Background: an optimization exercise with open tools, aiming at small area. Do not read the settings as production practice.
The RTL was checked by simulation tests, not by an equivalence proof against the original design.
No activity file was given, so power comes from the tool's default toggle rates.

job 101:
## pwmcore
module pwmcore (
    input  wire        clk,
    input  wire        rst,           
    input  wire        cmd_valid,
    input  wire [31:0] cmd_word,
    output reg         resp_valid,
    output wire [31:0] resp_word,
    input  wire [7:0]  ev_in,
    output wire [3:0]  pin_h,
    output wire [3:0]  pin_l,
    output wire        irq_fault,
    output wire [3:0]  irq_match,
    output wire        irq_ovf
);
Settings: LEC_CHECK=0, ABC_AREA=1, CAP_MARGIN=30, CORE_MARGIN=2, CORE_UTILIZATION=60, PLACE_DENSITY=0.7, SLEW_MARGIN=20; clock period 12.0 ns.
standard.sh (not shown) runs the stock make flow with config.mk's settings and CLKGATE_MAP_FILE= SYNTH_SCRIPT=/design/flow/synth_recipe.tcl, a recipe that flattens the netlist after the stock synthesis.
==> flow/flow/run.sh <==
#!/bin/bash
# Own layout flow: the standard flow (standard.sh) with these changes:
#  - the ABC step of synthesis uses an area-oriented script (flow/area.abc);
#  - extra ORFS make variables from flow/make_args.txt (one per line):
#    the port buffers' cell and the clock tree options.
# Synthesis passes, registers, floorplan, PDN, placement and routing are
# otherwise the standard flow's. Each tool's log is in orfs/logs/; make's
# own output is in own_flow.log.
set -euo pipefail
W=$(pwd)
{
  echo "proc abc {args} {"
  echo "  set i [lsearch -exact \$args -script]"
  echo "  if {\$i >= 0} { lset args [expr {\$i + 1}] {$W/flow/area.abc} }"
  echo "  yosys abc {*}\$args"
  echo "}"
  cat synth_recipe.tcl
} > own_synth.tcl
grep -q "SYNTH_SCRIPT=[^ ]*synth_recipe.tcl" standard.sh
sed "s#SYNTH_SCRIPT=[^ ]*synth_recipe.tcl#SYNTH_SCRIPT=$W/own_synth.tcl#" standard.sh > own_standard.sh
extra=()
if [[ -f flow/make_args.txt ]]; then
  while IFS= read -r line; do
    [[ -n "$line" ]] && extra+=("$line")
  done < flow/make_args.txt
fi
# standard.sh passes its own arguments to make as the targets; put the
# extra variables first, then the target.
bash own_standard.sh "${extra[@]}" finish > own_flow.log 2>&1
==> flow/flow/area.abc <==
strash
dch -f
map -a
strash
dch -f
map -a
topo
stime -c
==> flow/flow/make_args.txt <==
BUFFER_PORTS_ARGS=-buffer_cell sky130_fd_sc_hd__buf_1
CTS_ARGS=-sink_clustering_enable -repair_clock_nets -dont_use_dummy_load -sink_clustering_size 16 -sink_clustering_max_diameter 60 -buf_list sky130_fd_sc_hd__clkbuf_8
Job 101 did not stop at any stage, and its layout met the timing, design-rule and antenna checks.
Modified inputs, job 102 compared to job 101
--- a/flow/flow/area.abc
+++ b/flow/flow/area.abc
@@ -1,3 +1,6 @@
 strash
+&get -n
+&deepsyn -T 60
+&put
 dch -f
 map -a
==> flow/flow/make_args.txt <==
BUFFER_PORTS_ARGS=-buffer_cell sky130_fd_sc_hd__buf_1
CTS_ARGS=-sink_clustering_enable -repair_clock_nets -dont_use_dummy_load -sink_clustering_size 16 -sink_clustering_max_diameter 60 -buf_list sky130_fd_sc_hd__clkbuf_8
GPL_KEEP_OVERFLOW=0
### Flow results
Re count of clock-net buffers in the final layout: no difference whatsoever between job 102 and job 101.
Of job 101 and job 102, the run reporting the higher share of the clock period used by the worst path was job 102.
Relative to job 101, number of nets in the layout decreased by 165 in job 102.
Job 102 | stages: all done | timing, DRC, antenna: all pass
Job 101 has lower sequential share of layout area than job 102.
Global routing usage summed across all routing layers (higher): job 101
Compared with job 101, final standard cell area without fillers in job 102 decreased by a few percent.
## Diff of input files: job 103 against job 102
- CORE_UTILIZATION: 60 -> 50
- PLACE_DENSITY: 0.7 -> 0.65
==> flow/flow/area.abc <==
strash
dch -f
map -a
strash
dch -f
map -a
topo
stime -c
==> flow/flow/make_args.txt <==
BUFFER_PORTS_ARGS=-buffer_cell sky130_fd_sc_hd__buf_1
CTS_ARGS=-sink_clustering_enable -repair_clock_nets -dont_use_dummy_load -sink_clustering_size 16 -sink_clustering_max_diameter 60 -buf_list sky130_fd_sc_hd__clkbuf_8
[summary]
Looking at final HPWL from detailed placement across job 102 and job 103, the one that comes out higher is job 103.
Re endpoint required time on the critical path: job 103 is 0.08 ns down on job 102.
Against job 102, job 103 comes in 52% higher on worst-case reg-to-reg path depth.
Taking job 102 as the reference, in job 103 setup slack higher, post-route worst hold slack higher, final-stage net count higher, wire length of the first global-routing pass higher, final design instance area without fill higher.
Multi-input logic area was higher in the run labelled job 103.
The following lists how job 104 was set up differently from job 103:
- PLACE_DENSITY: 0.65 -> 0.7
- CORE_UTILIZATION: 50 -> 60
--- a/flow/flow/area.abc
+++ b/flow/flow/area.abc
@@ -1,3 +1,6 @@
 strash
+&get -n
+&deepsyn -T 60
+&put
 dch -f
 map -a
- Job 104 ended with every stage complete and zero timing, DRC or antenna violations.
- Job 104: required time of the critical path 0.04 ns above job 103
- Job 103 → job 104: amount of wire on met3 after detailed routing +25%; flip-flop and latch share of the layout cell area +1.8 points; die area -about 18%.
- When the final numbers for job 103 and job 104 were put side by side, the horizontal die dimension turned out to be smaller in job 104.
- Of job 103 and job 104, the run reporting the higher initial antenna violation count was job 104.
- Total clock buffers created by CTS (job 104 / job 103): 0.882
- On fraction of the core area covered by cells at the end of the flow: between job 103 and job 104, it ends up higher for job 104.
- Maximum clock frequency delta (job 103 -> job 104): insignificant
- Job 104 reports a higher global-route met3 utilization than job 103 does.
Changes in job 105 relative to job 104:
- CAP_MARGIN changed from 30 to 20
Results
Job 105 completed; timing, DRC and antenna clean. Job 104 completed end to end with timing, DRC and antenna clean. The global-route wire length before repair on job 104 is in line with that on job 105. For multi-input combinational area share, job 104 and job 105 come out practically identical. Between job 105 and job 104, the difference in sequential share of layout area is negligible. All-layer global routing usage in job 105 is 0.22 points above job 104. Sort job 105 and job 104 by worst-case hold slack, ascending, and job 105 comes first. On worst stage delay on the critical path: between job 105 and job 104, it ends up higher for job 105. Lower clock power share was reported by job 104, not job 105.

---

== nickel ==
pwmcore, a different RTL version from the one above (not shown whole).
Size: roughly 2000 cells after synthesis, about 350 flip-flops.
==> flow/config.mk <==
export PLATFORM = sky130hd
export DESIGN_NAME = pwmcore
export DESIGN_NICKNAME = pwmcore
export VERILOG_FILES = /design/flow/design.v
export SDC_FILE = /design/flow/constraint.sdc
export NUM_CORES = 4
export LEC_CHECK = 0
export ABC_AREA = 1
export CAP_MARGIN = 30
export CORE_MARGIN = 2
export CORE_UTILIZATION = 50
export PLACE_DENSITY = 0.65
export SLEW_MARGIN = 20
==> flow/constraint.sdc <==
create_clock -name core_clock -period 12.0 [get_ports {clk}]
set_input_delay 2.4000 -clock core_clock [delete_from_list [all_inputs] [get_ports {clk}]]
set_output_delay 2.4000 -clock core_clock [all_outputs]
set_load 0.01 [all_outputs]
==> flow/flow/area.abc <==
strash
dch -f
map -a
strash
dch -f
map -a
topo
stime -c
==> flow/flow/make_args.txt <==
BUFFER_PORTS_ARGS=-buffer_cell sky130_fd_sc_hd__buf_1
CTS_ARGS=-sink_clustering_enable -repair_clock_nets -dont_use_dummy_load -sink_clustering_size 20 -sink_clustering_max_diameter 50 -buf_list sky130_fd_sc_hd__clkbuf_8
Scripts as last shown in full above: flow/flow/run.sh
### nickel -> indigo
==> flow/flow/make_args.txt <==
BUFFER_PORTS_ARGS=-buffer_cell sky130_fd_sc_hd__buf_1
CTS_ARGS=-sink_clustering_enable -repair_clock_nets -dont_use_dummy_load -sink_clustering_size 16 -sink_clustering_max_diameter 60 -buf_list sky130_fd_sc_hd__clkbuf_8
Going from nickel to indigo, the slack of the critical path was found to have gone up by 0.0086 ns. Changes observed in indigo relative to nickel: number of antenna violations at the first check in global routing lower; worst-margin pin slew higher; area added between synthesis and finish lower; worst setup slack for register-to-register paths lower; routed length on met2 higher. Any difference in cell count between indigo and nickel is small enough to ignore. indigo — core occupancy in the finished layout 0.17 points lower, nickel as reference. Number of placed cells counting well taps: nickel vs indigo identical. Re worst slew margin relative to its limit: indigo is 5.1 points down on nickel. As far as maximum clock path buffer count goes, nickel and indigo are indistinguishable; the numbers are identical.
Modified inputs, amber compared to indigo
==> flow/run.sh (new file) <==
#!/bin/bash
# synth_recipe.tcl (not shown) runs the flow's synth.tcl, then flattens the netlist and writes it again
# the make line also repeats each setting of config.mk as NAME=value (left out here)
make -C /OpenROAD-flow-scripts/flow DESIGN_CONFIG=/design/flow/config.mk WORK_HOME=/design/flow/orfs CLKGATE_MAP_FILE= SYNTH_SCRIPT=/design/flow/synth_recipe.tcl finish
removed: flow/flow/run.sh
removed: flow/flow/area.abc
removed: flow/flow/make_args.txt
removed: flow/standard.sh
--- outcome ---
- amber reached the final stage; the timing, design-rule and antenna checks on its layout passed.
- Row global-route usage: amber higher / indigo lower
- Re XOR/XNOR share of the synthesized area: amber is 2.4 points down on indigo.
- Summary of amber over indigo: routed length on met1 saw an increase, count of fill cells added during filler insertion went up, number of rows created at floorplan higher.
## Diff of input files: cedar against amber
# amber
export LEC_CHECK = 0
export ABC_AREA = 1
export CAP_MARGIN = 30
export CORE_MARGIN = 2
export CORE_UTILIZATION = 50
export PLACE_DENSITY = 0.65
export SLEW_MARGIN = 20
create_clock -name core_clock -period 12.0 [get_ports {clk}]
# cedar
export LEC_CHECK = 0
export ABC_AREA = 1
export CAP_MARGIN = 30
export CORE_MARGIN = 2
export CORE_UTILIZATION = 65
export PLACE_DENSITY = 0.75
export SLEW_MARGIN = 20
create_clock -name core_clock -period 12.0 [get_ports {clk}]
==> flow/flow/run.sh (new file) <==
#!/bin/bash
# Own layout flow: the standard flow (standard.sh) with these changes:
#  - the ABC step of synthesis uses an area-oriented script (flow/area.abc);
#  - extra ORFS make variables from flow/make_args.txt (one per line):
#    the port buffers' cell and the clock tree options.
# Synthesis passes, registers, floorplan, PDN, placement and routing are
# otherwise the standard flow's. Each tool's log is in orfs/logs/; make's
# own output is in own_flow.log.
set -euo pipefail
W=$(pwd)
{
  echo "proc abc {args} {"
  echo "  set i [lsearch -exact \$args -script]"
  echo "  if {\$i >= 0} { lset args [expr {\$i + 1}] {$W/flow/area.abc} }"
  echo "  yosys abc {*}\$args"
  echo "}"
  cat synth_recipe.tcl
} > own_synth.tcl
grep -q "SYNTH_SCRIPT=[^ ]*synth_recipe.tcl" standard.sh
sed "s#SYNTH_SCRIPT=[^ ]*synth_recipe.tcl#SYNTH_SCRIPT=$W/own_synth.tcl#" standard.sh > own_standard.sh
extra=()
if [[ -f flow/make_args.txt ]]; then
  while IFS= read -r line; do
    [[ -n "$line" ]] && extra+=("$line")
  done < flow/make_args.txt
fi
# standard.sh passes its own arguments to make as the targets; put the
# extra variables first, then the target.
bash own_standard.sh "${extra[@]}" finish > own_flow.log 2>&1
==> flow/flow/area.abc (new file) <==
strash
dch -f
map -a
strash
dch -f
map -a
topo
stime -c
==> flow/flow/make_args.txt (new file) <==
BUFFER_PORTS_ARGS=-buffer_cell sky130_fd_sc_hd__buf_1
CTS_ARGS=-sink_clustering_enable -repair_clock_nets -dont_use_dummy_load -sink_clustering_size 16 -sink_clustering_max_diameter 60 -buf_list sky130_fd_sc_hd__clkbuf_8
==> flow/standard.sh (new file) <==
#!/bin/bash
# synth_recipe.tcl (not shown) runs the flow's synth.tcl, then flattens the netlist and writes it again
# the make line also repeats each setting of config.mk as NAME=value (left out here)
make -C /OpenROAD-flow-scripts/flow DESIGN_CONFIG=/design/flow/config.mk WORK_HOME=/design/flow/orfs CLKGATE_MAP_FILE= SYNTH_SCRIPT=/design/flow/synth_recipe.tcl "${@:-finish}"
removed: flow/run.sh
### Flow results
- The lower critical path's largest stage delay came out of cedar.
- Looking at initial antenna violation count across amber and cedar, the one that comes out higher is cedar.
- cedar packs its core tighter than amber.
- amber vs cedar, path type of the worst setup path: input pin to flop vs flop to flop
- For cedar, the leading cell type in the layout, fill and taps excluded was clkinv_1, unlike amber, where it was nand2_1.
- The clock network area share in cedar was lower than what amber gave.
- Per the comparison of cedar with amber, leakage power down about 34%, sequential power flat.
- cedar ended up with a lower fraction of area in multi-input gates than amber did.
Inputs modified between cedar and raven:
# cedar
export LEC_CHECK = 0
export ABC_AREA = 1
export CAP_MARGIN = 30
export CORE_MARGIN = 2
export CORE_UTILIZATION = 65
export PLACE_DENSITY = 0.75
export SLEW_MARGIN = 20
create_clock -name core_clock -period 12.0 [get_ports {clk}]
# raven
export LEC_CHECK = 0
export ABC_AREA = 1
export CAP_MARGIN = 30
export CORE_MARGIN = 2
export CORE_UTILIZATION = 50
export PLACE_DENSITY = 0.65
export SLEW_MARGIN = 20
create_clock -name core_clock -period 12.0 [get_ports {clk}]
==> flow/flow/run.sh <==
#!/bin/bash
# Own layout flow: the standard flow, with one change: the ABC step of
# synthesis uses an area-oriented script (flow/area.abc) in place of ORFS's.
# Everything else (synthesis passes, registers, floorplan, PDN, placement,
# CTS, routing) is the standard flow as standard.sh runs it.
set -euo pipefail
W=$(pwd)
{
  echo "proc abc {args} {"
  echo "  set i [lsearch -exact \$args -script]"
  echo "  if {\$i >= 0} { lset args [expr {\$i + 1}] {$W/flow/area.abc} }"
  echo "  yosys abc {*}\$args"
  echo "}"
  cat synth_recipe.tcl
} > own_synth.tcl
grep -q "SYNTH_SCRIPT=[^ ]*synth_recipe.tcl" standard.sh
sed "s#SYNTH_SCRIPT=[^ ]*synth_recipe.tcl#SYNTH_SCRIPT=$W/own_synth.tcl#" standard.sh > own_standard.sh
bash own_standard.sh > own_flow.log 2>&1
removed: flow/flow/make_args.txt
--- outcome ---
raven reports its top routing layer in use as met4 while cedar reports met5. Summary of raven over cedar: number of standard cells in the final layout excluding fillers saw an increase, quantity of hold-fixing buffers added after cts did not really move, sequential cell count comparable, overall track demand over capacity in global routing -7.3 points. Taking cedar as the reference point, the final-layout clock-cell area share of raven rises by 3.9 points. Against cedar, raven reports a total design power that is higher. Post-synthesis share of cell area spent on full adders, half adders and majority gates: raven vs cedar identical. As of raven, total internal power had risen by more than a quarter compared to cedar. In the flow results for cedar and raven, the fmax is smaller on raven.
## Diff of input files: ember against raven
# raven
export LEC_CHECK = 0
export ABC_AREA = 1
export CAP_MARGIN = 30
export CORE_MARGIN = 2
export CORE_UTILIZATION = 50
export PLACE_DENSITY = 0.65
export SLEW_MARGIN = 20
create_clock -name core_clock -period 12.0 [get_ports {clk}]
# ember
export LEC_CHECK = 0
export ABC_AREA = 1
export CAP_MARGIN = 30
export CORE_MARGIN = 2
export CORE_UTILIZATION = 50
export GPL_TIMING_DRIVEN = 0
export PLACE_DENSITY = 0.65
export SLEW_MARGIN = 20
create_clock -name core_clock -period 12.0 [get_ports {clk}]
diff --git a/flow/flow/run.sh b/flow/flow/run.sh
--- a/flow/flow/run.sh
+++ b/flow/flow/run.sh
@@ -2,4 +2,7 @@
-# Own layout flow: the standard flow, with one change: the ABC step of
-# synthesis uses an area-oriented script (flow/area.abc) in place of ORFS's.
-# Everything else (synthesis passes, registers, floorplan, PDN, placement,
-# CTS, routing) is the standard flow as standard.sh runs it.
+# Own layout flow: the standard flow (standard.sh) with these changes:
+#  - the ABC step of synthesis uses an area-oriented script (flow/area.abc);
+#  - extra ORFS make variables from flow/make_args.txt (one per line):
+#    the port buffers' cell and the clock tree options.
+# Synthesis passes, registers, floorplan, PDN, placement and routing are
+# otherwise the standard flow's. Each tool's log is in orfs/logs/; make's
+# own output is in own_flow.log.
@@ -18 +21,9 @@
-bash own_standard.sh > own_flow.log 2>&1
+extra=()
+if [[ -f flow/make_args.txt ]]; then
+  while IFS= read -r line; do
+    [[ -n "$line" ]] && extra+=("$line")
+  done < flow/make_args.txt
+fi
+# standard.sh passes its own arguments to make as the targets; put the
+# extra variables first, then the target.
+bash own_standard.sh "${extra[@]}" finish > own_flow.log 2>&1
==> flow/flow/make_args.txt (new file) <==
BUFFER_PORTS_ARGS=-buffer_cell sky130_fd_sc_hd__buf_1
CTS_ARGS=-sink_clustering_enable -repair_clock_nets -dont_use_dummy_load -sink_clustering_size 16 -sink_clustering_max_diameter 60 -buf_list sky130_fd_sc_hd__clkbuf_8
[summary]
- raven has higher path length in cells of the critical path than ember.
- Cmp ember vs raven: cell-internal power lower in ember
- Post-synthesis cell count essentially unchanged between ember and raven.
- [ember vs raven] achievable frequency: lower in ember
- ember gives less detail-routed via count per cell than raven did.
- ember vs raven: wire length of the first global-routing pass down in ember
- Taking raven as the reference, in ember aggregate routed wire length decreased 8.5%; clock buffer and inverter area fraction after layout decreased 3.9 points; count of non-CTS buffers in the layout decreased about 20%.
- The run with more setup slack is raven; ember has less.

[re-timing with driven ports]
Ports are ideal in the flow. The routed layouts listed here were re-timed in OpenROAD.
Step 1, drivers: a clkbuf_16 drives clk and a buf_2 each remaining input, both assumed.
Step 2 moves the port delays by t, midway between the first and last clock arrival at a register: inputs arrive t later, outputs are due t later. That takes back most of the time a late clock gives input paths.
Slacks: ideal ports / drivers / drivers and shift; pairs: ideal ports / drivers.
| run | shift t [ns] | setup WS [ns] | hold slack, ns | worst register clock-pin slew, ns | worst slew at a driven data input, ns |
|---|---|---|---|---|---|
| job 101 | 0.660 | 1.292 / 1.320 / 0.659 | 0.507 / 0.507 / 0.507 | 0.10 / 0.10 | 0.06 |
| job 102 | 0.672 | 0.710 / 0.729 / 0.057 | 0.462 / 0.462 / 0.462 | 0.11 / 0.11 | 0.06 |
| job 103 | 0.648 | 0.939 / 0.967 / 0.319 | 0.522 / 0.522 / 0.522 | 0.10 / 0.10 | 0.05 |
| job 104 | 0.673 | 0.913 / 0.938 / 0.265 | 0.505 / 0.505 / 0.505 | 0.11 / 0.11 | 0.07 |
| job 105 | 0.603 | 0.918 / 0.944 / 0.341 | 0.497 / 0.497 / 0.497 | 0.10 / 0.10 | 0.06 |
| nickel | 0.671 | 2.577 / 2.593 / 1.922 | 0.530 / 0.530 / 0.530 | 0.10 / 0.10 | 0.06 |
| indigo | 0.658 | 2.586 / 2.606 / 1.948 | 0.535 / 0.535 / 0.535 | 0.10 / 0.10 | 0.06 |
| amber | 0.633 | 2.692 / 2.681 / 2.049 | 0.497 / 0.497 / 0.497 | 0.07 / 0.07 | 0.07 |
| cedar | 0.661 | 2.393 / 2.393 / 1.884 | 0.537 / 0.537 / 0.537 | 0.11 / 0.11 | 0.07 |
| raven | 0.617 | 2.151 / 2.179 / 1.562 | 0.546 / 0.546 / 0.546 | 0.07 / 0.07 | 0.04 |
| ember | 0.683 | 0.467 / 0.486 / -0.197 | 0.546 / 0.546 / 0.546 | 0.11 / 0.11 | 0.09 |
Met with ideal ports but missed after step 2: setup timing in ember. The setup slack of ember, which loses most, moves by +0.019 ns with the drivers and by -0.664 ns with both steps.
